What follows belongs to an exercise in optimizing a design on an open flow for small area, a short achievable clock period and few clock cycles; a production flow would make more cautious choices.
No functional check of the RTL was part of any run shown here.
Power and IR drop assume default switching activity.

`flow/config.mk`:
```
export PLATFORM = sky130hd
export DESIGN_NAME = bsb_pcodec
export DESIGN_NICKNAME = bsb_pcodec
export VERILOG_FILES = /design/flow/design.v
export SDC_FILE = /design/flow/constraint.sdc
export NUM_CORES = 4
export LEC_CHECK = 0
export CAP_MARGIN = 20
export CORE_MARGIN = 2
export CORE_UTILIZATION = 40
export SETUP_SLACK_MARGIN = 5
export SLEW_MARGIN = 20
```
`flow/standard.sh`:
```
#!/bin/bash
# synth_recipe.tcl (not shown) runs the flow's synth.tcl, then flattens the netlist and writes it again
# the make line also repeats each setting of config.mk as NAME=value (left out here)
make -C /OpenROAD-flow-scripts/flow DESIGN_CONFIG=/design/flow/config.mk WORK_HOME=/design/flow/orfs CLKGATE_MAP_FILE= SYNTH_SCRIPT=/design/flow/synth_recipe.tcl "${@:-finish}"
```
`flow/flow/run.sh`:
```
#!/bin/bash
# The standard layout, with the port buffers made of the smallest buffer cell
# (sky130_fd_sc_hd__buf_1) instead of the one buffer_ports picks by default.
set -euo pipefail
bash standard.sh "BUFFER_PORTS_ARGS=-buffer_cell sky130_fd_sc_hd__buf_1" finish > standard_flow.log 2>&1
```
`flow/design.v`:
```
module bsb_dtvalid (
    input  wire       leap,
    input  wire [7:0] mon,
    input  wire [7:0] day,
    input  wire [7:0] hour,
    input  wire [7:0] min,
    input  wire [7:0] sec,
    output wire       valid
);
    wire m30 = (mon == 8'd4) || (mon == 8'd6) || (mon == 8'd9) || (mon == 8'd11);
    wire feb = (mon == 8'd2);
    wire day_ok = (day <= 8'd28) || (day == 8'd29 && (!feb || leap)) ||
                  (day == 8'd30 && !feb) || (day == 8'd31 && !feb && !m30);
    assign valid = (mon >= 8'd1) && (mon <= 8'd12) &&
                   (day >= 8'd1) && day_ok &&
                   (hour <= 8'd23) && (min <= 8'd59) && (sec <= 8'd59);
endmodule
module bsb_leap16 (
    input  wire [15:0] y,
    output wire        leap
);
    function [4:0] res_lo;
        input [7:0] a;
        begin
            case (a)
                8'd0: res_lo = 5'd0;
                8'd1: res_lo = 5'd4;
                8'd2: res_lo = 5'd8;
                8'd3: res_lo = 5'd12;
                8'd4: res_lo = 5'd16;
                8'd5: res_lo = 5'd20;
                8'd6: res_lo = 5'd24;
                8'd7: res_lo = 5'd3;
                8'd8: res_lo = 5'd7;
                8'd9: res_lo = 5'd11;
                8'd10: res_lo = 5'd15;
                8'd11: res_lo = 5'd19;
                8'd12: res_lo = 5'd23;
                8'd13: res_lo = 5'd2;
                8'd14: res_lo = 5'd6;
                8'd15: res_lo = 5'd10;
                8'd16: res_lo = 5'd14;
                8'd17: res_lo = 5'd18;
                8'd18: res_lo = 5'd22;
                8'd19: res_lo = 5'd1;
                8'd20: res_lo = 5'd5;
                8'd21: res_lo = 5'd9;
                8'd22: res_lo = 5'd13;
                8'd23: res_lo = 5'd17;
                8'd24: res_lo = 5'd21;
                8'd25: res_lo = 5'd0;
                8'd26: res_lo = 5'd4;
                8'd27: res_lo = 5'd8;
                8'd28: res_lo = 5'd12;
                8'd29: res_lo = 5'd16;
                8'd30: res_lo = 5'd20;
                8'd31: res_lo = 5'd24;
                8'd32: res_lo = 5'd3;
                8'd33: res_lo = 5'd7;
                8'd34: res_lo = 5'd11;
                8'd35: res_lo = 5'd15;
                8'd36: res_lo = 5'd19;
                8'd37: res_lo = 5'd23;
                8'd38: res_lo = 5'd2;
                8'd39: res_lo = 5'd6;
                8'd40: res_lo = 5'd10;
                8'd41: res_lo = 5'd14;
                8'd42: res_lo = 5'd18;
                8'd43: res_lo = 5'd22;
                8'd44: res_lo = 5'd1;
                8'd45: res_lo = 5'd5;
                8'd46: res_lo = 5'd9;
                8'd47: res_lo = 5'd13;
                8'd48: res_lo = 5'd17;
                8'd49: res_lo = 5'd21;
                8'd50: res_lo = 5'd0;
                8'd51: res_lo = 5'd4;
                8'd52: res_lo = 5'd8;
                8'd53: res_lo = 5'd12;
                8'd54: res_lo = 5'd16;
                8'd55: res_lo = 5'd20;
                8'd56: res_lo = 5'd24;
                8'd57: res_lo = 5'd3;
                8'd58: res_lo = 5'd7;
                8'd59: res_lo = 5'd11;
                8'd60: res_lo = 5'd15;
                8'd61: res_lo = 5'd19;
                8'd62: res_lo = 5'd23;
                8'd63: res_lo = 5'd2;
                8'd64: res_lo = 5'd6;
                8'd65: res_lo = 5'd10;
                8'd66: res_lo = 5'd14;
                8'd67: res_lo = 5'd18;
                8'd68: res_lo = 5'd22;
                8'd69: res_lo = 5'd1;
                8'd70: res_lo = 5'd5;
                8'd71: res_lo = 5'd9;
                8'd72: res_lo = 5'd13;
                8'd73: res_lo = 5'd17;
                8'd74: res_lo = 5'd21;
                8'd75: res_lo = 5'd0;
                8'd76: res_lo = 5'd4;
                8'd77: res_lo = 5'd8;
                8'd78: res_lo = 5'd12;
                8'd79: res_lo = 5'd16;
                8'd80: res_lo = 5'd20;
                8'd81: res_lo = 5'd24;
                8'd82: res_lo = 5'd3;
                8'd83: res_lo = 5'd7;
                8'd84: res_lo = 5'd11;
                8'd85: res_lo = 5'd15;
                8'd86: res_lo = 5'd19;
                8'd87: res_lo = 5'd23;
                8'd88: res_lo = 5'd2;
                8'd89: res_lo = 5'd6;
                8'd90: res_lo = 5'd10;
                8'd91: res_lo = 5'd14;
                8'd92: res_lo = 5'd18;
                8'd93: res_lo = 5'd22;
                8'd94: res_lo = 5'd1;
                8'd95: res_lo = 5'd5;
                8'd96: res_lo = 5'd9;
                8'd97: res_lo = 5'd13;
                8'd98: res_lo = 5'd17;
                8'd99: res_lo = 5'd21;
                8'd100: res_lo = 5'd0;
                8'd101: res_lo = 5'd4;
                8'd102: res_lo = 5'd8;
                8'd103: res_lo = 5'd12;
                8'd104: res_lo = 5'd16;
                8'd105: res_lo = 5'd20;
                8'd106: res_lo = 5'd24;
                8'd107: res_lo = 5'd3;
                8'd108: res_lo = 5'd7;
                8'd109: res_lo = 5'd11;
                8'd110: res_lo = 5'd15;
                8'd111: res_lo = 5'd19;
                8'd112: res_lo = 5'd23;
                8'd113: res_lo = 5'd2;
                8'd114: res_lo = 5'd6;
                8'd115: res_lo = 5'd10;
                8'd116: res_lo = 5'd14;
                8'd117: res_lo = 5'd18;
                8'd118: res_lo = 5'd22;
                8'd119: res_lo = 5'd1;
                8'd120: res_lo = 5'd5;
                8'd121: res_lo = 5'd9;
                8'd122: res_lo = 5'd13;
                8'd123: res_lo = 5'd17;
                8'd124: res_lo = 5'd21;
                8'd125: res_lo = 5'd0;
                8'd126: res_lo = 5'd4;
                8'd127: res_lo = 5'd8;
                8'd128: res_lo = 5'd12;
                8'd129: res_lo = 5'd16;
                8'd130: res_lo = 5'd20;
                8'd131: res_lo = 5'd24;
                8'd132: res_lo = 5'd3;
                8'd133: res_lo = 5'd7;
                8'd134: res_lo = 5'd11;
                8'd135: res_lo = 5'd15;
                8'd136: res_lo = 5'd19;
                8'd137: res_lo = 5'd23;
                8'd138: res_lo = 5'd2;
                8'd139: res_lo = 5'd6;
                8'd140: res_lo = 5'd10;
                8'd141: res_lo = 5'd14;
                8'd142: res_lo = 5'd18;
                8'd143: res_lo = 5'd22;
                8'd144: res_lo = 5'd1;
                8'd145: res_lo = 5'd5;
                8'd146: res_lo = 5'd9;
                8'd147: res_lo = 5'd13;
                8'd148: res_lo = 5'd17;
                8'd149: res_lo = 5'd21;
                8'd150: res_lo = 5'd0;
                8'd151: res_lo = 5'd4;
                8'd152: res_lo = 5'd8;
                8'd153: res_lo = 5'd12;
                8'd154: res_lo = 5'd16;
                8'd155: res_lo = 5'd20;
                8'd156: res_lo = 5'd24;
                8'd157: res_lo = 5'd3;
                8'd158: res_lo = 5'd7;
                8'd159: res_lo = 5'd11;
                8'd160: res_lo = 5'd15;
                8'd161: res_lo = 5'd19;
                8'd162: res_lo = 5'd23;
                8'd163: res_lo = 5'd2;
                8'd164: res_lo = 5'd6;
                8'd165: res_lo = 5'd10;
                8'd166: res_lo = 5'd14;
                8'd167: res_lo = 5'd18;
                8'd168: res_lo = 5'd22;
                8'd169: res_lo = 5'd1;
                8'd170: res_lo = 5'd5;
                8'd171: res_lo = 5'd9;
                8'd172: res_lo = 5'd13;
                8'd173: res_lo = 5'd17;
                8'd174: res_lo = 5'd21;
                8'd175: res_lo = 5'd0;
                8'd176: res_lo = 5'd4;
                8'd177: res_lo = 5'd8;
                8'd178: res_lo = 5'd12;
                8'd179: res_lo = 5'd16;
                8'd180: res_lo = 5'd20;
                8'd181: res_lo = 5'd24;
                8'd182: res_lo = 5'd3;
                8'd183: res_lo = 5'd7;
                8'd184: res_lo = 5'd11;
                8'd185: res_lo = 5'd15;
                8'd186: res_lo = 5'd19;
                8'd187: res_lo = 5'd23;
                8'd188: res_lo = 5'd2;
                8'd189: res_lo = 5'd6;
                8'd190: res_lo = 5'd10;
                8'd191: res_lo = 5'd14;
                8'd192: res_lo = 5'd18;
                8'd193: res_lo = 5'd22;
                8'd194: res_lo = 5'd1;
                8'd195: res_lo = 5'd5;
                8'd196: res_lo = 5'd9;
                8'd197: res_lo = 5'd13;
                8'd198: res_lo = 5'd17;
                8'd199: res_lo = 5'd21;
                8'd200: res_lo = 5'd0;
                8'd201: res_lo = 5'd4;
                8'd202: res_lo = 5'd8;
                8'd203: res_lo = 5'd12;
                8'd204: res_lo = 5'd16;
                8'd205: res_lo = 5'd20;
                8'd206: res_lo = 5'd24;
                8'd207: res_lo = 5'd3;
                8'd208: res_lo = 5'd7;
                8'd209: res_lo = 5'd11;
                8'd210: res_lo = 5'd15;
                8'd211: res_lo = 5'd19;
                8'd212: res_lo = 5'd23;
                8'd213: res_lo = 5'd2;
                8'd214: res_lo = 5'd6;
                8'd215: res_lo = 5'd10;
                8'd216: res_lo = 5'd14;
                8'd217: res_lo = 5'd18;
                8'd218: res_lo = 5'd22;
                8'd219: res_lo = 5'd1;
                8'd220: res_lo = 5'd5;
                8'd221: res_lo = 5'd9;
                8'd222: res_lo = 5'd13;
                8'd223: res_lo = 5'd17;
                8'd224: res_lo = 5'd21;
                8'd225: res_lo = 5'd0;
                8'd226: res_lo = 5'd4;
                8'd227: res_lo = 5'd8;
                8'd228: res_lo = 5'd12;
                8'd229: res_lo = 5'd16;
                8'd230: res_lo = 5'd20;
                8'd231: res_lo = 5'd24;
                8'd232: res_lo = 5'd3;
                8'd233: res_lo = 5'd7;
                8'd234: res_lo = 5'd11;
                8'd235: res_lo = 5'd15;
                8'd236: res_lo = 5'd19;
                8'd237: res_lo = 5'd23;
                8'd238: res_lo = 5'd2;
                8'd239: res_lo = 5'd6;
                8'd240: res_lo = 5'd10;
                8'd241: res_lo = 5'd14;
                8'd242: res_lo = 5'd18;
                8'd243: res_lo = 5'd22;
                8'd244: res_lo = 5'd1;
                8'd245: res_lo = 5'd5;
                8'd246: res_lo = 5'd9;
                8'd247: res_lo = 5'd13;
                8'd248: res_lo = 5'd17;
                8'd249: res_lo = 5'd21;
                8'd250: res_lo = 5'd0;
                8'd251: res_lo = 5'd4;
                8'd252: res_lo = 5'd8;
                8'd253: res_lo = 5'd12;
                8'd254: res_lo = 5'd16;
                8'd255: res_lo = 5'd20;
                default: res_lo = 5'd0;
            endcase
        end
    endfunction
    function [4:0] res_hi;
        input [5:0] a;
        begin
            case (a)
                6'd0: res_hi = 5'd0;
                6'd1: res_hi = 5'd1;
                6'd2: res_hi = 5'd2;
                6'd3: res_hi = 5'd3;
                6'd4: res_hi = 5'd4;
                6'd5: res_hi = 5'd5;
                6'd6: res_hi = 5'd6;
                6'd7: res_hi = 5'd7;
                6'd8: res_hi = 5'd8;
                6'd9: res_hi = 5'd9;
                6'd10: res_hi = 5'd10;
                6'd11: res_hi = 5'd11;
                6'd12: res_hi = 5'd12;
                6'd13: res_hi = 5'd13;
                6'd14: res_hi = 5'd14;
                6'd15: res_hi = 5'd15;
                6'd16: res_hi = 5'd16;
                6'd17: res_hi = 5'd17;
                6'd18: res_hi = 5'd18;
                6'd19: res_hi = 5'd19;
                6'd20: res_hi = 5'd20;
                6'd21: res_hi = 5'd21;
                6'd22: res_hi = 5'd22;
                6'd23: res_hi = 5'd23;
                6'd24: res_hi = 5'd24;
                6'd25: res_hi = 5'd0;
                6'd26: res_hi = 5'd1;
                6'd27: res_hi = 5'd2;
                6'd28: res_hi = 5'd3;
                6'd29: res_hi = 5'd4;
                6'd30: res_hi = 5'd5;
                6'd31: res_hi = 5'd6;
                6'd32: res_hi = 5'd7;
                6'd33: res_hi = 5'd8;
                6'd34: res_hi = 5'd9;
                6'd35: res_hi = 5'd10;
                6'd36: res_hi = 5'd11;
                6'd37: res_hi = 5'd12;
                6'd38: res_hi = 5'd13;
                6'd39: res_hi = 5'd14;
                6'd40: res_hi = 5'd15;
                6'd41: res_hi = 5'd16;
                6'd42: res_hi = 5'd17;
                6'd43: res_hi = 5'd18;
                6'd44: res_hi = 5'd19;
                6'd45: res_hi = 5'd20;
                6'd46: res_hi = 5'd21;
                6'd47: res_hi = 5'd22;
                6'd48: res_hi = 5'd23;
                6'd49: res_hi = 5'd24;
                6'd50: res_hi = 5'd0;
                6'd51: res_hi = 5'd1;
                6'd52: res_hi = 5'd2;
                6'd53: res_hi = 5'd3;
                6'd54: res_hi = 5'd4;
                6'd55: res_hi = 5'd5;
                6'd56: res_hi = 5'd6;
                6'd57: res_hi = 5'd7;
                6'd58: res_hi = 5'd8;
                6'd59: res_hi = 5'd9;
                6'd60: res_hi = 5'd10;
                6'd61: res_hi = 5'd11;
                6'd62: res_hi = 5'd12;
                6'd63: res_hi = 5'd13;
                default: res_hi = 5'd0;
            endcase
        end
    endfunction
    wire d25 = (res_lo(y[9:2]) == res_hi(y[15:10]));
    assign leap = (y[1:0] == 2'd0) && (!d25 || (y[3:2] == 2'd0));
endmodule
module bsb_fenc (
    input  wire        clk,
    input  wire        rst,
    input  wire        go,
    input  wire [3:0]  p1,      
    input  wire        pz,      
    input  wire        neg,
    input  wire [32:0] m0,
    input  wire [31:0] mag,
    input  wire [15:0] d,
    input  wire [31:0] den,
    output wire        idle,
    output wire        fin,     
    output wire        ovf,
    output wire [15:0] q16
);
    localparam F_IDLE = 3'd0, F_MUL = 3'd1, F_NORM = 3'd2, F_DIV = 3'd3, F_RND = 3'd4;
    reg [2:0]  st;
    reg [3:0]  cnt;
    reg        sgn;
    reg [47:0] x;       
    wire [18:0] dext = {2'b00, d, 1'b0};
    wire [2:0]  grp  = dext[{cnt, 1'b0} +: 3];
    wire        b_neg = grp[2] & ~(grp[1] & grp[0]);
    wire        b_two = (grp == 3'b011) || (grp == 3'b100);
    wire        b_one = grp[1] ^ grp[0];
    wire [32:0] mm    = b_two ? {mag, 1'b0} : (b_one ? {1'b0, mag} : 33'd0);
    wire [47:0] addend = {15'd0, mm} ^ {48{b_neg}};
    wire [47:0] x_mul = {x[45:0], 2'b00} + addend + {47'd0, b_neg};
    wire        big  = (x[47:16] >= den);                        
    wire        lt0  = (x[47:32] == 16'd0) && (x[31:0] < den);   
    wire        lt8  = (x[47:40] == 8'd0) && (x[39:8] < den);    
    wire        up0  = x[31] || ({x[30:0], 1'b0} > den);
    wire [32:0] sa   = {x[47:16], x[15]};
    wire [33:0] ta   = {1'b0, sa} - {2'b00, den};
    wire        qa   = ~ta[33];
    wire [31:0] ra   = qa ? ta[31:0] : sa[31:0];
    wire [15:0] qt   = x[15:0];
    wire        half = ({x[47:16], 1'b0} >= {1'b0, den});
    wire        tie  = ({x[47:16], 1'b0} == {1'b0, den});
    wire        up   = half & (~tie | qt[0]);
    wire        ovf_p = qt[15] | ((&qt[14:0]) & up);
    wire        ovf_n = qt[15] & ((|qt[14:0]) | up);
    wire [15:0] qs   = qt ^ {16{sgn}};
    wire [15:0] qs1  = qs + 16'd1;
    wire [15:0] q_r  = (up ^ sgn) ? qs1 : qs;
    wire        nfin = (st == F_NORM) && (big || lt0);
    assign idle = (st == F_IDLE);
    assign fin  = nfin || (st == F_RND);
    assign ovf  = (st == F_NORM) ? big : (sgn ? ovf_n : ovf_p);
    assign q16  = (st == F_NORM) ? {{15{sgn & up0}}, up0} : q_r;
    always @(posedge clk) begin
        case (st)
            F_MUL:   x <= x_mul;
            F_NORM:  x <= lt8 ? {x[39:0], 8'd0} : x;
            F_DIV:   x <= {ra, x[14:0], qa};
            default: x <= {15'd0, m0};
        endcase
        if (rst) begin
            st  <= F_IDLE;
        end else begin
            case (st)
                F_IDLE: begin
                    if (go) begin
                        cnt <= p1;
                        sgn <= neg;
                        st  <= pz ? F_NORM : F_MUL;
                    end
                end
                F_MUL: begin
                    cnt <= cnt - 4'd1;
                    if (cnt == 4'd0) st <= F_NORM;
                end
                F_NORM: begin
                    cnt <= lt8 ? 4'd7 : 4'd15;
                    st  <= nfin ? F_IDLE : F_DIV;
                end
                F_DIV: begin
                    cnt <= cnt - 4'd1;
                    if (cnt == 4'd0) st <= F_RND;
                end
                default: st <= F_IDLE;
            endcase
        end
    end
endmodule
module bsb_pcodec (
    input  wire        clk,
    input  wire        rst,
    input  wire        start,
    input  wire        op,         
    input  wire [2:0]  tag,
    input  wire [15:0] div,
    input  wire [7:0]  plen,
    input  wire [95:0] pay_in,
    input  wire [7:0]  v_flag,
    input  wire [31:0] v_int,
    input  wire [31:0] v_mnum,
    input  wire [31:0] v_mden,
    input  wire [15:0] v_year,
    input  wire [7:0]  v_mon,
    input  wire [7:0]  v_day,
    input  wire [7:0]  v_wday,
    input  wire [7:0]  v_hour,
    input  wire [7:0]  v_min,
    input  wire [7:0]  v_sec,
    input  wire [7:0]  v_trail,
    input  wire [1:0]  v_sn,
    input  wire        v_smark,
    input  wire [20:0] v_sh,
    input  wire [23:0] v_sm,
    input  wire [23:0] v_eh,
    input  wire [23:0] v_em,
    output wire        ready,
    output reg         done,
    output wire [7:0]  err,
    output wire [2:0]  o_tag,
    output wire [7:0]  o_flag,
    output wire [31:0] o_int,
    output wire [31:0] o_mnum,
    output wire [31:0] o_mden,
    output wire [15:0] o_year,
    output wire [7:0]  o_mon,
    output wire [7:0]  o_day,
    output wire [7:0]  o_wday,
    output wire [7:0]  o_hour,
    output wire [7:0]  o_min,
    output wire [7:0]  o_sec,
    output wire [7:0]  o_trail,
    output wire [1:0]  o_sn,
    output wire        o_smark,
    output wire [20:0] o_sh,
    output wire [23:0] o_sm,
    output wire [23:0] o_eh,
    output wire [23:0] o_em,
    output wire [95:0] o_pay,
    output wire [7:0]  o_plen
);
    localparam [2:0] E_OK = 3'd0, E_UNK = 3'd1, E_SHORT = 3'd2, E_DT = 3'd3,
                     E_RANGE = 3'd4, E_ILL = 3'd7;
    reg [95:0] r;         
    reg [2:0]  r_err;
    reg [2:0]  r_tag;
    reg [3:0]  r_s;       
    wire [7:0] pb0 = pay_in[7:0];
    wire [7:0] pb1 = pay_in[15:8];
    wire [7:0] pb2 = pay_in[23:16];
    wire [7:0] pb3 = pay_in[31:24];
    wire [7:0] pb4 = pay_in[39:32];
    wire [7:0] pb5 = pay_in[47:40];
    wire [7:0] pb6 = pay_in[55:48];
    wire [7:0] pb7 = pay_in[63:56];
    wire [7:0] pb8 = pay_in[71:64];
    wire        f_idle, f_fin, f_ovf;
    wire [15:0] f_q;
    assign ready = f_idle;
    wire acc  = start & f_idle;
    wire f_go = acc & op & (tag == 3'd2) & (div != 16'd0) & (v_mden != 32'd0);
    reg [3:0] f_p1;
    reg       f_two;
    always @(*) begin
        f_two = 1'b0;
        if (div[15])          begin f_p1 = 4'd7; end
        else if (div[14])     begin f_p1 = 4'd6; f_two = div[13]; end
        else if (div[13])     begin f_p1 = 4'd6; end
        else if (div[12])     begin f_p1 = 4'd5; f_two = div[11]; end
        else if (div[11])     begin f_p1 = 4'd5; end
        else if (div[10])     begin f_p1 = 4'd4; f_two = div[9]; end
        else if (div[9])      begin f_p1 = 4'd4; end
        else if (div[8])      begin f_p1 = 4'd3; f_two = div[7]; end
        else if (div[7])      begin f_p1 = 4'd3; end
        else if (div[6])      begin f_p1 = 4'd2; f_two = div[5]; end
        else if (div[5])      begin f_p1 = 4'd2; end
        else if (div[4])      begin f_p1 = 4'd1; f_two = div[3]; end
        else if (div[3])      begin f_p1 = 4'd1; end
        else if (div[2])      begin f_p1 = 4'd0; f_two = div[1]; end
        else if (div[1])      begin f_p1 = 4'd0; end
        else                  begin f_p1 = 4'd15; end
    end
    wire f_pz = (div[15:1] == 15'd0);
    wire [31:0] mag = v_mnum[31] ? (32'd0 - v_mnum) : v_mnum;
    wire [32:0] f_m0 = f_two ? {mag, 1'b0} : {1'b0, mag};
    bsb_fenc u_fenc (
        .clk(clk), .rst(rst), .go(f_go), .p1(f_p1), .pz(f_pz), .neg(v_mnum[31]), .m0(f_m0),
        .mag(r[63:32]), .d(r[23:8]), .den(r[95:64]),
        .idle(f_idle), .fin(f_fin), .ovf(f_ovf), .q16(f_q)
    );
    wire leap_e;
    bsb_leap16 u_leap (.y(v_year), .leap(leap_e));
    wire leap_d = (pb1[1:0] == 2'd0) && (pb1 != 8'd0) && (pb1 != 8'd200);
    wire dt_ok;
    bsb_dtvalid u_dt (
        .leap(op ? leap_e : leap_d),
        .mon(op ? v_mon : pb2), .day(op ? v_day : pb3), .hour(op ? v_hour : pb5),
        .min(op ? v_min : pb6), .sec(op ? v_sec : pb7), .valid(dt_ok)
    );
    wire year_ok = (v_year[15:8] == 8'h07 && v_year[7:0] >= 8'h6C) ||
                   (v_year[15:8] == 8'h08 && v_year[7:0] <= 8'h6B);
    wire [7:0] year_off = v_year[7:0] - 8'h6C;
    wire d_en0 = (plen >= 8'd4);
    wire d_en1 = (plen >= 8'd8) && !pb0[7];
    wire d_en2 = (plen >= 8'd12) && !pb0[7] && !pb4[7];
    wire d_mark = (d_en0 && pb0[7]) || (d_en1 && pb4[7]) || (d_en2 && pb8[7]);
    wire [1:0] d_n = d_en2 ? 2'd3 : d_en1 ? 2'd2 : d_en0 ? 2'd1 : 2'd0;
    wire d_short = (plen < 8'd4) ||
                   (!pb0[7] && plen > 8'd4 && plen < 8'd8) ||
                   (!pb0[7] && !pb4[7] && plen > 8'd8 && plen < 8'd12);
    wire e_en0 = (v_sn != 2'd0);
    wire e_en1 = v_sn[1];
    wire e_en2 = (v_sn == 2'd3);
    wire [95:0] e_sch = {
        v_em[23:16], v_eh[23:16], v_sm[23:16], v_smark && (v_sn == 2'd3), v_sh[20:14],
        v_em[15:8],  v_eh[15:8],  v_sm[15:8],  v_smark && (v_sn == 2'd2), v_sh[13:7],
        v_em[7:0],   v_eh[7:0],   v_sm[7:0],   v_smark && (v_sn == 2'd1), v_sh[6:0]};
    wire [95:0] sch_src = op ? e_sch : pay_in;
    wire en0 = op ? e_en0 : d_en0;
    wire en1 = op ? e_en1 : d_en1;
    wire en2 = op ? e_en2 : d_en2;
    wire [95:0] sch = sch_src & {{32{en2}}, {32{en1}}, {32{en0}}};
    wire [8:0] dy = {1'b0, pb1} + 9'h06C;    
    reg [3:0] e_plen;
    always @(*) begin
        case (tag)
            3'd3:    e_plen = 4'd9;
            3'd4:    e_plen = v_smark ? 4'd12 : {v_sn, 2'b00};
            3'd5:    e_plen = 4'd2;
            default: e_plen = 4'd3;
        endcase
    end
    reg [95:0] cap;
    always @(*) begin
        cap = pay_in;
        if (tag == 3'd4) begin
            cap = sch;
        end else if (!op) begin
            case (tag)
                3'd2: cap[39:24] = div;
                3'd3: cap[15:8]  = dy[7:0];            
                3'd5: cap[23:8]  = {pb1, 8'd0};        
                default: ;
            endcase
        end else begin
            case (tag)
                3'd2:    cap = {v_mden, mag, 8'd0, div, v_flag};
                3'd3:    cap = {24'd0, v_trail, v_sec, v_min, v_hour, v_wday, v_day,
                                v_mon, year_off, v_flag};
                3'd5:    cap = {72'd0, v_int[7:0], v_int[7:0], v_flag};
                default: cap = {72'd0, v_int[7:0], v_int[15:8], v_flag};
            endcase
        end
    end
    reg [2:0] c;
    always @(*) begin
        c = E_OK;
        if (tag[2:1] == 2'b11) c = E_UNK;
        else if (!op) begin
            case (tag)
                3'd0, 3'd1: if (plen < 8'd3) c = E_SHORT;
                3'd2: if (div == 16'd0) c = E_ILL;
                      else if (plen < 8'd3) c = E_SHORT;
                3'd3: if (plen < 8'd9) c = E_SHORT;
                      else if (!dt_ok) c = E_DT;
                3'd4: if (d_short) c = E_SHORT;
                default: if (plen < 8'd2) c = E_SHORT;
            endcase
        end else begin
            case (tag)
                3'd0, 3'd1: if (v_int[31:15] != {17{v_int[15]}}) c = E_RANGE;
                3'd2: if (div == 16'd0) c = E_ILL;
                      else if (v_mden == 32'd0) c = E_RANGE;
                3'd3: if (!dt_ok) c = E_DT;
                      else if (!year_ok) c = E_RANGE;
                3'd4: if (v_sn == 2'd0) c = E_RANGE;
                default: if (v_int[31:8] != 24'd0) c = E_RANGE;
            endcase
        end
    end
    always @(posedge clk) begin
        if (rst) begin
            done <= 1'b0;
        end else begin
            done <= (acc && !f_go) || f_fin;
            if (acc) begin
                r       <= cap;
                r_err   <= c;
                r_tag   <= tag;
                r_s     <= op ? e_plen : {dy[8], d_mark, d_n};
            end else if (f_fin) begin
                r[23:8] <= {f_q[7:0], f_q[15:8]};
                r_err   <= f_ovf ? E_RANGE : E_OK;
            end
        end
    end
    assign err     = {{4{r_err[2] & r_err[1]}}, r_err[2], r_err[1] | r_err[0], r_err[1], r_err[0]};
    assign o_tag   = r_tag;
    assign o_flag  = r[7:0];
    assign o_int   = {{16{r[15]}}, r[15:8], r[23:16]};
    assign o_mnum  = o_int;
    assign o_mden  = {16'd0, r[39:24]};
    assign o_year  = {4'd0, r_s[3], {3{~r_s[3]}}, r[15:8]};
    assign o_mon   = r[23:16];
    assign o_day   = r[31:24];
    assign o_wday  = r[39:32];
    assign o_hour  = r[47:40];
    assign o_min   = r[55:48];
    assign o_sec   = r[63:56];
    assign o_trail = r[71:64];
    assign o_sn    = r_s[1:0];
    assign o_smark = r_s[2];
    assign o_sh    = {r[70:64], r[38:32], r[6:0]};
    assign o_sm    = {r[79:72], r[47:40], r[15:8]};
    assign o_eh    = {r[87:80], r[55:48], r[23:16]};
    assign o_em    = {r[95:88], r[63:56], r[31:24]};
    assign o_pay   = r;
    assign o_plen  = {4'd0, r_s};
endmodule
```
`flow/constraint.sdc`:
```
create_clock -name core_clock -period 10.0 [get_ports {clk}]
set_input_delay 2.0000 -clock core_clock [delete_from_list [all_inputs] [get_ports {clk}]]
set_output_delay 2.0000 -clock core_clock [all_outputs]
set_load 0.01 [all_outputs]
```
==> results of run 1 <==
[synthesized netlist by cell type, types with 72 or more instances]
cell type / instances / area (µm²)
ha_1: 234 / 2930
clkbuf_1: 167 / 627
inv_1: 93 / 349
o21ai_0: 257 / 1290
mux2i_1: 96 / 961
nand2_1: 254 / 953
a21o_1: 72 / 541
buf_4: 281 / 2110
xnor2_1: 94 / 823
a21oi_1: 336 / 1680
nor2_1: 211 / 792
edfxtp_1: 159 / 4770
[metrics by stage]
step	utilization	setup slack [ns]	total power [µW]
2_1_floorplan	-	5.01	5960
3_3_place_gp	0.426	4.15	7480
3_5_place_dp	0.426	4.10	7440
4_1_cts	0.439	4.90	8340
5_1_grt	0.453	4.90	9880
6_report	0.453	5.06	9290
[layout make-up]
cell class	instances	area (µm²)	area share
antenna	10	25.0	0.000860
clock buffer	17	425	0.0146
clock inverter	15	179	0.00615
inverter	98	377	0.0129
multi-input combinational	2611	18500	0.635
sequential	163	4850	0.167
tap	855	1070	0.0368
timing repair buffer	859	3690	0.127
[registers in the layout, indices dropped and copies added, names as in the netlist]
register / count
r: 96
u_fenc.x: 48
r_s: 4
u_fenc.cnt: 4
r_err: 3
r_tag: 3
u_fenc.st: 3
done: 1
u_fenc.sgn: 1
[worst max-delay path: cells and delay by family (launching register included)]
family                   cells  cell delay, ns
adder cells (fa/ha/maj)      1            0.35
XOR/XNOR                     1            0.14
multiplexers                 3            0.75
buffers and inverters        2            0.30
flip-flops                   1            0.51
AO/OA/AOI/OAI               10            2.11
AND/OR/NAND/NOR              2            0.51
[where the power goes]
group	total [µW]	switching, µW	internal (µW)
sequential	1600	545	1060
clock	718	379	339
combinational	6970	4100	2870
total	9290	5020	4270
[per-layer routing]
layer | part of all wire | vias up | GRT usage
met5 | 0.00068 | - | 0
met2 | 0.45 | 1594 | 0.536
met1 | 0.42 | 13900 | 0.457
li1 | - | 13100 | -
met4 | 0.035 | 12 | 0.116
met3 | 0.095 | 215 | 0.0835
[repair_timing]
action,in CTS,in global routing
buffers inserted,13,43
pin swaps,2,62
endpoints found under the hold margin,0,0
cloned,2,1
gates resized for setup,20,127
endpoints found under the setup margin,42,35
[cell families (layout without fill, tap and decap cells)]
kind of cell               Yosys count  after routing  synth area share
DFF                                163            163             0.188
and+or+nand+nor                    942            942             0.185
other                                1             34          0.000145
AOI/OAI and AO/OA                 1140           1140             0.283
xor gates and xnor gates           143            143            0.0484
buffers and inverters              597            989             0.129
adders and majority gates          238            238             0.115
muxes                              122            124            0.0524
[path summary, 6_finish.rpt]
kind | depth (start not counted) | slack (ns) | endpoint
max reg2reg | 19 | 5.06 | u_fenc.x[46]
min reg2reg | 2 | 0.75 | u_fenc.cnt[0]
max | 19 | 5.06 | u_fenc.x[46]
min | 2 | 0.75 | u_fenc.cnt[0]
==> flow_metrics.tcl, run 1 <==
set metrics [dict create \
    outcome "no timing/DRC/antenna violations" \
    postPlaceCellArea_mm2 0.0273 \
    synth_edf_count 159 \
    synthToLayoutAreaGrowth_pct 12.4 \
    cts_hold_buf 0 \
    path_max_fanout 7 \
    cts_made_buffers 17 \
    synth_cell_types 100 \
    slew_headroom 0.225 \
    core_area_mm2 0.0642 \
    grt_pass1_vias 25400 \
    period_minus_slack_ns 4.94 \
    fmax_mhz 202 \
    wire_per_inst_um 26.1 \
    worstHoldStart "u_fenc.cnt[0]" \
    die_h_um 258 \
    crit_type "flip-flop to flip-flop" \
    r2r_start "u_fenc.cnt[1]" \
    crit_chain "mux2_4 > a221oi_4 > or2_4 > mux2i_4 > buf_12 > clkbuf_16 > and3_4 > a21oi_4 > xnor2_2 > ha_2 > o21ai_0 > o21bai_1 > o21ba_4 > a211oi_4 > o21ai_2 > a211o_1 > a21oi_2 > mux2i_2 > a211o_1" \
    synth-async-reset-ratio 0 \
    crit_arrival_ns 5.20 \
    nets 4384 \
    p_leak_uw 0.0110 \
    setup-tns-final_ns 0 \
    start_util 0.403 \
    final_common_cell "buf_1" \
    cts_sinks 163 \
    drc 0 \
    fin_skew_ns 0.0161 \
    place_inst 4527 \
    crit_top_cell "a211o_1" \
    via_per_inst 6.24 \
    clock_latency_ns 0.52 \
    ir_drop_mv 0.208 \
    overflow 0 \
    maxCapViolCount 0 \
    grt_max_degree 75 \
    fillers 6721 \
    holdWs_ns 0.748 \
    die_width_um 258 \
    ios 788 \
    clockBufferDepth 2 \
    firstDrtPassIters 6 \
    critPathMaxStageDelay_ns 0.51 \
    cp-start-kind "flip-flop" \
    path_clk_slew_ns 0.09 \
    synthFlopType "edfxtp_1" \
    final_cell_mix "buf_1, a21oi_1, nand2_1" \
    slew_violations 0 \
    fin_area_mm2 0.0291 \
    port_buffers 763 \
    wirelength_mm 121 \
    antenna_found_initial 20 \
    cts_max_level 4 \
    endpoint_kind "flip-flop" \
    cts_root_buf "clkbuf_16" \
    via_count 28900 \
    final_cells 4628 \
    place.detailed.hpwl_mm 94.4 \
    finalSetupViolations 0 \
    netlist_instances 3346 \
    hp-class "flip-flop to flip-flop" \
    drt_iter0_drc 3316 \
    hold_viol_final 0 \
    synth_seq_cells 163 \
    rsz0062_at_grt "yes" \
    drive_gt1_frac 0.0853 \
    tritoncts "done" \
    ys.warnings.count 3 \
    syn_area_per_cell_um2 7.73 \
    power_density_mw_per_mm2 319 \
    seq_area_frac_synth 0.188 \
    ant_nets 0 \
    place.gp.congestion 0.991 \
    worst_pin_slew_ns 1.16 \
    rows 93 \
    required_ns 10.26 \
    grt_pass1_wl_mm 170 \
    die-area_mm2 0.0667 \
    grt_use_total 0.341 \
    setup.worst_path.start "u_fenc.cnt[1]" \
    cpMaxStageDelayCell "edfxtp_1" \
    period_share 0.494 \
    synth_area_mm2 0.0259 \
]
==> inputs of run 2 (changes only) <==
==> flow/flow/run.sh (replaced) <==
#!/bin/bash
# The standard layout with two changes to how it is made:
#  - the port buffers use the smallest buffer cell (sky130_fd_sc_hd__buf_1);
#  - timing repair aims 6 ns below the clock period (SETUP_SLACK_MARGIN=6), so
#    that the achieved period is pushed well below the 10 ns target.
set -euo pipefail
bash standard.sh "BUFFER_PORTS_ARGS=-buffer_cell sky130_fd_sc_hd__buf_1" \
    "SETUP_SLACK_MARGIN=6" finish > standard_flow.log 2>&1
--- a/flow/config.mk
+++ b/flow/config.mk
@@ -8,5 +8,4 @@
 export CAP_MARGIN = 20
 export CORE_MARGIN = 2
 export CORE_UTILIZATION = 40
-export SETUP_SLACK_MARGIN = 5
 export SLEW_MARGIN = 20
==> run 2 against run 1 <==
Effect of this change:
- still clean
- first-iteration DRC count is 6.0% higher
- area after synthesis stayed put
- global-route usage up 0.51 points
- cell area is 7.3% higher
==> flow_metrics.tcl, run 2 <==
set metrics [dict create \
    fin_skew_ns 0.0165 \
    cts_sinks 163 \
    ios 788 \
    final_cell_mix "buf_1, a21oi_1, nand2_1" \
    start_util 0.403 \
    nets 4502 \
    ant_nets 0 \
    worst_pin_slew_ns 1.12 \
    cts_max_level 4 \
    p_leak_uw 0.0119 \
    required_ns 10.22 \
    synthFlopType "edfxtp_1" \
    crit_buf_inv 6 \
    ys.warnings.count 3 \
    final_common_cell "buf_1" \
    setup-tns-final_ns 0 \
    critPathMaxStageDelay_ns 0.51 \
    wire_per_inst_um 26.0 \
    synth_area_leaders "edfxtp_1, ha_1, buf_4" \
    power_density_mw_per_mm2 335 \
    path_clk_slew_ns 0.08 \
    slew_violations 0 \
    die_h_um 258 \
    crit_chain "mux2_4 > nand2_2 > o211ai_1 > o21ai_1 > o21a_1 > inv_2 > ha_4 > buf_12 > mux2i_4 > buf_6 > buf_16 > and3_4 > a21oi_2 > xnor2_1 > ha_1 > buf_4 > nand4_1 > nor4b_2 > and4b_2 > nor2_4 > buf_12 > xnor2_4 > a22oi_1 > o221ai_1" \
    core_area_mm2 0.0642 \
    tritoncts "done" \
    cts_hold_buf 0 \
    drc 0 \
    rows 93 \
    maxCapViolCount 0 \
    firstDrtPassIters 6 \
    endpoint_kind "flip-flop" \
    outcome "no timing/DRC/antenna violations" \
    via_per_inst 6.22 \
    wirelength_mm 123 \
    synth_cell_types 100 \
    via_count 29500 \
    syn_area_per_cell_um2 7.73 \
    postPlaceCellArea_mm2 0.0276 \
    cpMaxStageDelayCell "edfxtp_1" \
    hold_viol_final 0 \
    antenna_found_initial 17 \
    drt_iter0_drc 3515 \
    place.gp.congestion 0.994 \
    period_share 0.488 \
    synth_edf_count 159 \
    cts_root_buf "clkbuf_16" \
    grt_pass1_vias 26400 \
    max_flop_register "r" \
    reg_top3 "r: 96 flops, u_fenc.x: 48 flops" \
    grt_use_total 0.346 \
    post-synth-top-area-cell "edfxtp_1" \
    finalSetupViolations 0 \
    holdWs_ns 0.734 \
    rsz0062_at_grt "yes" \
    crit_top_cell "buf_12" \
    largest_reg_flops 96 \
    crit_family "simple AND/OR/NAND/NOR gates" \
    fmax_mhz 205 \
    cp-start-kind "flip-flop" \
    die_width_um 258 \
    drive_gt1_frac 0.148 \
    clock_latency_ns 0.50 \
    synth_seq_cells 163 \
    crit_arrival_ns 5.10 \
    period_minus_slack_ns 4.88 \
    slew_headroom 0.253 \
    path_max_fanout 5 \
    synth-async-reset-ratio 0 \
    die-area_mm2 0.0667 \
    seq_area_frac_synth 0.188 \
    ir_drop_mv 0.244 \
    place.detailed.hpwl_mm 92.9 \
    fin_area_mm2 0.0312 \
    overflow 0 \
    synth_most_common_cell "a21oi_1" \
    synthToLayoutAreaGrowth_pct 20.6 \
    grt_max_degree 69 \
    hp-class "flip-flop to flip-flop" \
    port_buffers 763 \
    netlist_instances 3346 \
    crit_type "flip-flop to flip-flop" \
    grt_pass1_wl_mm 174 \
    cts_made_buffers 17 \
    synth_top_area_frac 0.184 \
    netlist_top_cells_count "a21oi_1, buf_4, o21ai_0" \
    clockBufferDepth 2 \
    synth_area_mm2 0.0259 \
]
## run 2: cell counts after synthesis
No cell type changed its count.
## run 2: layer usage
metal | vias to the layer above | part of all wire | routed length [µm] | track usage
met3 | 248 | 0.11 | 13400 | 0.0842
met1 | 14100 | 0.40 | 49700 | 0.460
met2 | 1804 | 0.45 | 55300 | 0.544
met5 | - | 0.00084 | 103 | 0
li1 | 13400 | - | - | -
met4 | 16 | 0.039 | 4750 | 0.130
## run 2: logic make-up after synthesis
kind of cell,Yosys count,share of synthesized area
muxes,122,0.0524
adders and majority gates,238,0.115
and+or+nand+nor,942,0.185
buffers and inverters,597,0.129
other,1,0.000145
AOI/OAI and AO/OA,1140,0.283
xor gates and xnor gates,143,0.0484
DFF,163,0.188
## run 2: final cells by class
cell class / instances / area, µm²
multi-input combinational: 2612 / 19300
timing repair inverter: 1 / 7.51
fill: 6502 / 33000
inverter: 98 / 392
clock inverter: 14 / 168
tap: 855 / 1070
timing repair buffer: 975 / 4920
sequential: 163 / 4850
clock buffer: 18 / 429
antenna: 9 / 22.5
## run 2: repair_timing
action / 4_1_cts / 5_1_grt
setup endpoints to repair: 176 / 99
gates cloned: 8 / 2
pin swaps: 116 / 89
setup buffers: 99 / 67
resized for setup: 215 / 145
## run 2: path summary, 6_finish.rpt
path	end	cells after the start	slack (ns)	startpoint
worst max-delay path	u_fenc.x[23]	24	5.12	u_fenc.cnt[1]
worst min-delay path	u_fenc.cnt[0]	1	0.73	u_fenc.cnt[0]
worst max register to register	u_fenc.x[23]	24	5.12	u_fenc.cnt[1]
worst min register to register	u_fenc.cnt[0]	1	0.73	u_fenc.cnt[0]
## run 2: power breakdown
part	internal, µW	switching (µW)
clock network	375	342
registers	1060	523
logic	3610	4550
total	5040	5420
## run 2: metrics by stage
| step | utilization | cells | setup slack (ns) | total power (µW) |
|---|---|---|---|---|
| 4_1_cts | 0.466 | 4667 | 5.22 | 9650 |
| 3_3_place_gp | 0.430 | 4528 | 4.18 | 7580 |
| 3_5_place_dp | 0.430 | 4528 | 4.13 | 7560 |
| 6_report | 0.486 | 4745 | 5.12 | 10500 |
| 2_1_floorplan | - | 3369 | 5.14 | 6130 |
| 5_1_grt | 0.486 | 4738 | 4.96 | 11100 |
==> inputs of run 3 (changes only) <==
--- a/flow/design.v
+++ b/flow/design.v
@@ -363,6 +363,7 @@
     input  wire        rst,
     input  wire        go,
     input  wire [3:0]  p1,      
+    input  wire [2:0]  g_in,    
     input  wire        pz,      
     input  wire        neg,
     input  wire [32:0] m0,
@@ -377,16 +378,32 @@
     localparam F_IDLE = 3'd0, F_MUL = 3'd1, F_NORM = 3'd2, F_DIV = 3'd3, F_RND = 3'd4;
     reg [2:0]  st;
     reg [3:0]  cnt;
+    reg        first;
     reg        sgn;
     reg [47:0] x;       
-    wire [18:0] dext = {2'b00, d, 1'b0};
-    wire [2:0]  grp  = dext[{cnt, 1'b0} +: 3];
-    wire        b_neg = grp[2] & ~(grp[1] & grp[0]);
-    wire        b_two = (grp == 3'b011) || (grp == 3'b100);
-    wire        b_one = grp[1] ^ grp[0];
+    reg         b_neg, b_two, b_one;
+    wire [33:0] dext   = {17'd0, d, 1'b0};
+    wire [3:0]  cnt_nx = cnt - 4'd1;
+    wire [2:0]  grp_nx = dext[{cnt_nx, 1'b0} +: 3];
     wire [32:0] mm    = b_two ? {mag, 1'b0} : (b_one ? {1'b0, mag} : 33'd0);
     wire [47:0] addend = {15'd0, mm} ^ {48{b_neg}};
     wire [47:0] x_mul = {x[45:0], 2'b00} + addend + {47'd0, b_neg};
+    function [5:0] bitlen32;
+        input [31:0] v;
+        integer k;
+        begin
+            bitlen32 = 6'd0;
+            for (k = 0; k < 32; k = k + 1)
+                if (v[k]) bitlen32 = k + 1;
+        end
+    endfunction
+    wire [5:0]  bl_a = bitlen32(mag);
+    wire [5:0]  bl_b = bitlen32({16'd0, d});
+    wire [5:0]  bl_c = bitlen32(den);
+    wire [6:0]  bl_ab = {1'b0, bl_a} + {1'b0, bl_b};
+    wire        e_ovf = (bl_ab >= {1'b0, bl_c} + 7'd18);    
+    wire        e_q0  = (bl_ab + 7'd2 <= {1'b0, bl_c});     
+    wire        efin  = (st == F_MUL) && first && (e_ovf || e_q0);
     wire        big  = (x[47:16] >= den);                        
     wire        lt0  = (x[47:32] == 16'd0) && (x[31:0] < den);   
     wire        lt8  = (x[47:40] == 8'd0) && (x[39:8] < den);    
@@ -395,6 +412,10 @@
     wire [33:0] ta   = {1'b0, sa} - {2'b00, den};
     wire        qa   = ~ta[33];
     wire [31:0] ra   = qa ? ta[31:0] : sa[31:0];
+    wire [32:0] sb   = {ra, x[14]};
+    wire [33:0] tb   = {1'b0, sb} - {2'b00, den};
+    wire        qb   = ~tb[33];
+    wire [31:0] rb   = qb ? tb[31:0] : sb[31:0];
     wire [15:0] qt   = x[15:0];
     wire        half = ({x[47:16], 1'b0} >= {1'b0, den});
     wire        tie  = ({x[47:16], 1'b0} == {1'b0, den});
@@ -406,14 +427,14 @@
     wire [15:0] q_r  = (up ^ sgn) ? qs1 : qs;
     wire        nfin = (st == F_NORM) && (big || lt0);
     assign idle = (st == F_IDLE);
-    assign fin  = nfin || (st == F_RND);
-    assign ovf  = (st == F_NORM) ? big : (sgn ? ovf_n : ovf_p);
-    assign q16  = (st == F_NORM) ? {{15{sgn & up0}}, up0} : q_r;
+    assign fin  = efin || nfin || (st == F_RND);
+    assign ovf  = (st == F_MUL) ? e_ovf : (st == F_NORM) ? big : (sgn ? ovf_n : ovf_p);
+    assign q16  = (st == F_MUL) ? 16'd0 : (st == F_NORM) ? {{15{sgn & up0}}, up0} : q_r;
     always @(posedge clk) begin
         case (st)
             F_MUL:   x <= x_mul;
             F_NORM:  x <= lt8 ? {x[39:0], 8'd0} : x;
-            F_DIV:   x <= {ra, x[14:0], qa};
+            F_DIV:   x <= {rb, x[13:0], qa, qb};
             default: x <= {15'd0, m0};
         endcase
         if (rst) begin
@@ -421,6 +442,10 @@
         end else begin
             case (st)
                 F_IDLE: begin
+                    first <= 1'b1;
+                    b_neg <= g_in[2] & ~(g_in[1] & g_in[0]);
+                    b_two <= (g_in == 3'b011) || (g_in == 3'b100);
+                    b_one <= g_in[1] ^ g_in[0];
                     if (go) begin
                         cnt <= p1;
                         sgn <= neg;
@@ -428,11 +453,16 @@
                     end
                 end
                 F_MUL: begin
-                    cnt <= cnt - 4'd1;
-                    if (cnt == 4'd0) st <= F_NORM;
+                    first <= 1'b0;
+                    b_neg <= grp_nx[2] & ~(grp_nx[1] & grp_nx[0]);
+                    b_two <= (grp_nx == 3'b011) || (grp_nx == 3'b100);
+                    b_one <= grp_nx[1] ^ grp_nx[0];
+                    cnt <= cnt_nx;
+                    if (efin)            st <= F_IDLE;
+                    else if (cnt == 4'd0) st <= F_NORM;
                 end
                 F_NORM: begin
-                    cnt <= lt8 ? 4'd7 : 4'd15;
+                    cnt <= lt8 ? 4'd3 : 4'd7;
                     st  <= nfin ? F_IDLE : F_DIV;
                 end
                 F_DIV: begin
@@ -535,13 +565,15 @@
         else if (div[3])      begin f_p1 = 4'd1; end
         else if (div[2])      begin f_p1 = 4'd0; f_two = div[1]; end
         else if (div[1])      begin f_p1 = 4'd0; end
-        else                  begin f_p1 = 4'd15; end
+        else                  begin f_p1 = 4'd0; end
     end
     wire f_pz = (div[15:1] == 15'd0);
+    wire [33:0] f_dext = {17'd0, div, 1'b0};
+    wire [2:0]  f_g = f_dext[{f_p1, 1'b0} +: 3];    
     wire [31:0] mag = v_mnum[31] ? (32'd0 - v_mnum) : v_mnum;
     wire [32:0] f_m0 = f_two ? {mag, 1'b0} : {1'b0, mag};
     bsb_fenc u_fenc (
-        .clk(clk), .rst(rst), .go(f_go), .p1(f_p1), .pz(f_pz), .neg(v_mnum[31]), .m0(f_m0),
+        .clk(clk), .rst(rst), .go(f_go), .p1(f_p1), .g_in(f_g), .pz(f_pz), .neg(v_mnum[31]), .m0(f_m0),
         .mag(r[63:32]), .d(r[23:8]), .den(r[95:64]),
         .idle(f_idle), .fin(f_fin), .ovf(f_ovf), .q16(f_q)
     );
==> run 3 against run 2 <==
Effect of this change:
- clock skew barely moved
- critical path type unchanged
- still clean on timing, DRC and antenna
- setup slack worse by 1.4 ns
- synthesized cell count rose by 12%
==> flow_metrics.tcl, run 3 <==
set metrics [dict create \
    syn_area_per_cell_um2 7.62 \
    rsz0062_at_grt "yes" \
    synth_edf_count 163 \
    outcome "no timing/DRC/antenna violations" \
    clock_latency_ns 0.52 \
    slew_headroom 0.318 \
    worst_pin_slew_ns 1.02 \
    drc 0 \
    path_max_fanout 7 \
    synthFlopType "edfxtp_1" \
    netlist_instances 3755 \
    synth_area_mm2 0.0286 \
    wire_per_inst_um 29.2 \
    whs_endpoint "u_fenc.x[4]" \
    tritoncts "done" \
    die_width_um 271 \
    multi_input_area_mm2 0.0222 \
    largest_reg_flops 96 \
    fillers 7078 \
    path_clk_slew_ns 0.09 \
    antenna_found_initial 23 \
    place.gp.congestion 1.05 \
    place.detailed.hpwl_mm 117 \
    hp-class "flip-flop to flip-flop" \
    final_cell_mix "buf_1, a21oi_1, nand2_1" \
    synth_area_leaders "edfxtp_1, ha_1, buf_4" \
    die_h_um 271 \
    reg_top3 "r: 96 flops, u_fenc.x: 48 flops" \
    max_flop_register "r" \
    drive_gt1_frac 0.154 \
    power_density_mw_per_mm2 121 \
    slew_violations 0 \
    final_core_util 0.498 \
    clockBufferDepth 2 \
    die-area_mm2 0.0737 \
    endpoint_kind "flip-flop" \
    setup-tns-final_ns 0 \
    crit_type "flip-flop to flip-flop" \
    nets 5060 \
    ir_drop_mv 0.156 \
    wirelength_mm 156 \
    grt_pass1_wl_mm 215 \
    synth_most_common_cell "a21oi_1" \
    r2r_start "u_fenc.x[25]" \
    fmax_mhz 160 \
    via_per_inst 6.40 \
    final_common_cell "buf_1" \
    rrSetupSlack_ns 3.76 \
    port_buffers 763 \
    ys.warnings.count 3 \
    synth-async-reset-ratio 0 \
    netlist_top_cells_count "a21oi_1, nand2_1, ha_1, nor2_1, buf_4" \
    drt_iter0_drc 4828 \
    regArea_mm2 0.00497 \
    worst-r2r-cell-count 23 \
    grt_pass1_vias 30200 \
    ios 788 \
    firstDrtPassIters 9 \
    grt_use_total 0.398 \
    required_ns 10.37 \
    cts_root_buf "clkbuf_16" \
    synthToLayoutAreaGrowth_pct 23.7 \
    hold_viol_final 0 \
    maxCapViolCount 0 \
    period_share 0.624 \
    ant_nets 0 \
    worstHoldStart "u_fenc.x[2]" \
    holdPathStages 2 \
    cts_max_level 4 \
    synth_seq_cells 167 \
    overflow 0 \
    rows 98 \
    cts_made_buffers 17 \
    synth_cell_types 92 \
    holdWs_ns 0.769 \
    crit_arrival_ns 6.61 \
    period_minus_slack_ns 6.24 \
    start_util 0.402 \
    finalSetupViolations 0 \
    p_leak_uw 0.0139 \
    post-synth-top-area-cell "edfxtp_1" \
    synth_top_area_frac 0.171 \
    via_count 34300 \
    cts_hold_buf 0 \
    cp-start-kind "flip-flop" \
    grt_max_degree 78 \
    fin_skew_ns 0.0164 \
    cts_sinks 167 \
    core_area_mm2 0.0711 \
    r2r-end "u_fenc.x[26]" \
    seq_area_frac_synth 0.174 \
]
run 3: kinds of logic (layout without fill, tap and decap cells):
group	Yosys count	after routing	share of synthesized area
buffers and inverters	620	1221	0.118
and+or+nand+nor	1035	1039	0.173
adders and majority gates	291	291	0.128
other	2	41	0.000262
AOI/OAI and AO/OA	1341	1341	0.303
xor gates and xnor gates	184	184	0.0563
muxes	115	115	0.0466
DFF	167	167	0.174
run 3: how the worst max path moves through the flow:
stage / start / to
floorplan: r[70] / u_fenc.x[28]
global placement: u_fenc.x[24] / u_fenc.x[28]
detailed placement: u_fenc.x[24] / u_fenc.x[28]
CTS: u_fenc.x[28] / u_fenc.x[28]
global route: r[67] / u_fenc.x[28]
finish: u_fenc.x[25] / u_fenc.x[26]
run 3: area by class of cell:
type,instances,share of cell area
antenna,16,0.00113
timing repair buffer,1057,0.164
multi-input combinational,2995,0.627
sequential,167,0.141
clock inverter,14,0.00456
clock buffer,18,0.0121
inverter,132,0.0169
tap,950,0.0336
run 3: layer usage:
layer	vias to the layer above	GRT usage	part of all wire
met5	-	0	0.00071
met3	395	0.130	0.14
li1	15100	-	-
met1	16400	0.529	0.39
met2	2352	0.582	0.42
met4	16	0.181	0.051
run 3: worst max-delay path: stages (launching register included):
cell and delay [ns]:
edfxtp_1 0.49, ha_4 0.34, nand2_2 0.11, or4_4 0.55
o31a_1 0.32, o211ai_2 0.11, or3b_4 0.46, and2_4 0.22
buf_12 0.16, a21oi_4 0.15, ha_4 0.22, o21a_1 0.10
o31a_1 0.13, o41a_1 0.35, a211o_1 0.33, a31oi_4 0.37
o31ai_4 0.12, a41o_1 0.22, a2111o_2 0.49, buf_4 0.19
buf_6 0.11, mux2i_4 0.17, o221a_2 0.29, o21ai_1 0.07
run 3: through the flow:
step	cell area (µm²)	power, µW	worst slack (ns)	std cells
2_1_floorplan	29200	2460	3.93	3778
3_3_place_gp	30700	3130	2.71	5062
3_5_place_dp	30700	3120	2.67	5063
4_1_cts	33900	4070	3.83	5257
5_1_grt	35400	4470	3.67	5337
6_report	35400	4280	3.76	5349
run 3: what timing repair did:
action                                  in CTS  in global routing
cloned                                      14                  2
setup buffers                              148                 74
endpoints found under the setup margin     230                130
pin swaps                                   76                 82
hold endpoints to repair                     0                  0
gates resized for setup                    226                213
run 3: where the power goes:
| group | total, µW | internal [µW] | switching (µW) |
|---|---|---|---|
| clock | 757 | 375 | 381 |
| combinational | 2570 | 1010 | 1560 |
| sequential | 951 | 837 | 114 |
| total | 4280 | 2220 | 2060 |

[port drivers added, routing unchanged]
No port has a modelled driver above. Below, the same layouts with a new extraction and two added sets of constraints.
Step 1: set_driving_cell puts a clkbuf_16 on clk and a buf_2 on each other input, an assumption about the parent block.
Step 2 also shifts input and output timing later by t, the mid clock arrival at the registers, as if the neighbouring blocks saw the same clock.
Three values: ideal, step 1, step 2; two values: the first two.
run | shift t [ns] | slack for setup (ns) | hold slack, ns | latest minus earliest clock arrival (ns) | worst register clock-pin slew, ns
run 1 | 0.574 | 5.060 / 5.060 / 4.548 | 0.747 / 0.748 / 0.748 | 0.017 / 0.016 | 0.09 / 0.09
run 2 | 0.554 | 5.122 / 5.122 / 5.054 | 0.734 / 0.734 / 0.734 | 0.017 / 0.017 | 0.08 / 0.08
run 3 | 0.579 | 3.759 / 3.759 / 3.759 | 0.769 / 0.769 / 0.769 | 0.017 / 0.017 | 0.09 / 0.09
After both steps setup and hold are still met in every run listed. For run 1, which loses most, drivers alone change the setup slack by 0.000 ns; drivers and shift together by -0.512 ns.
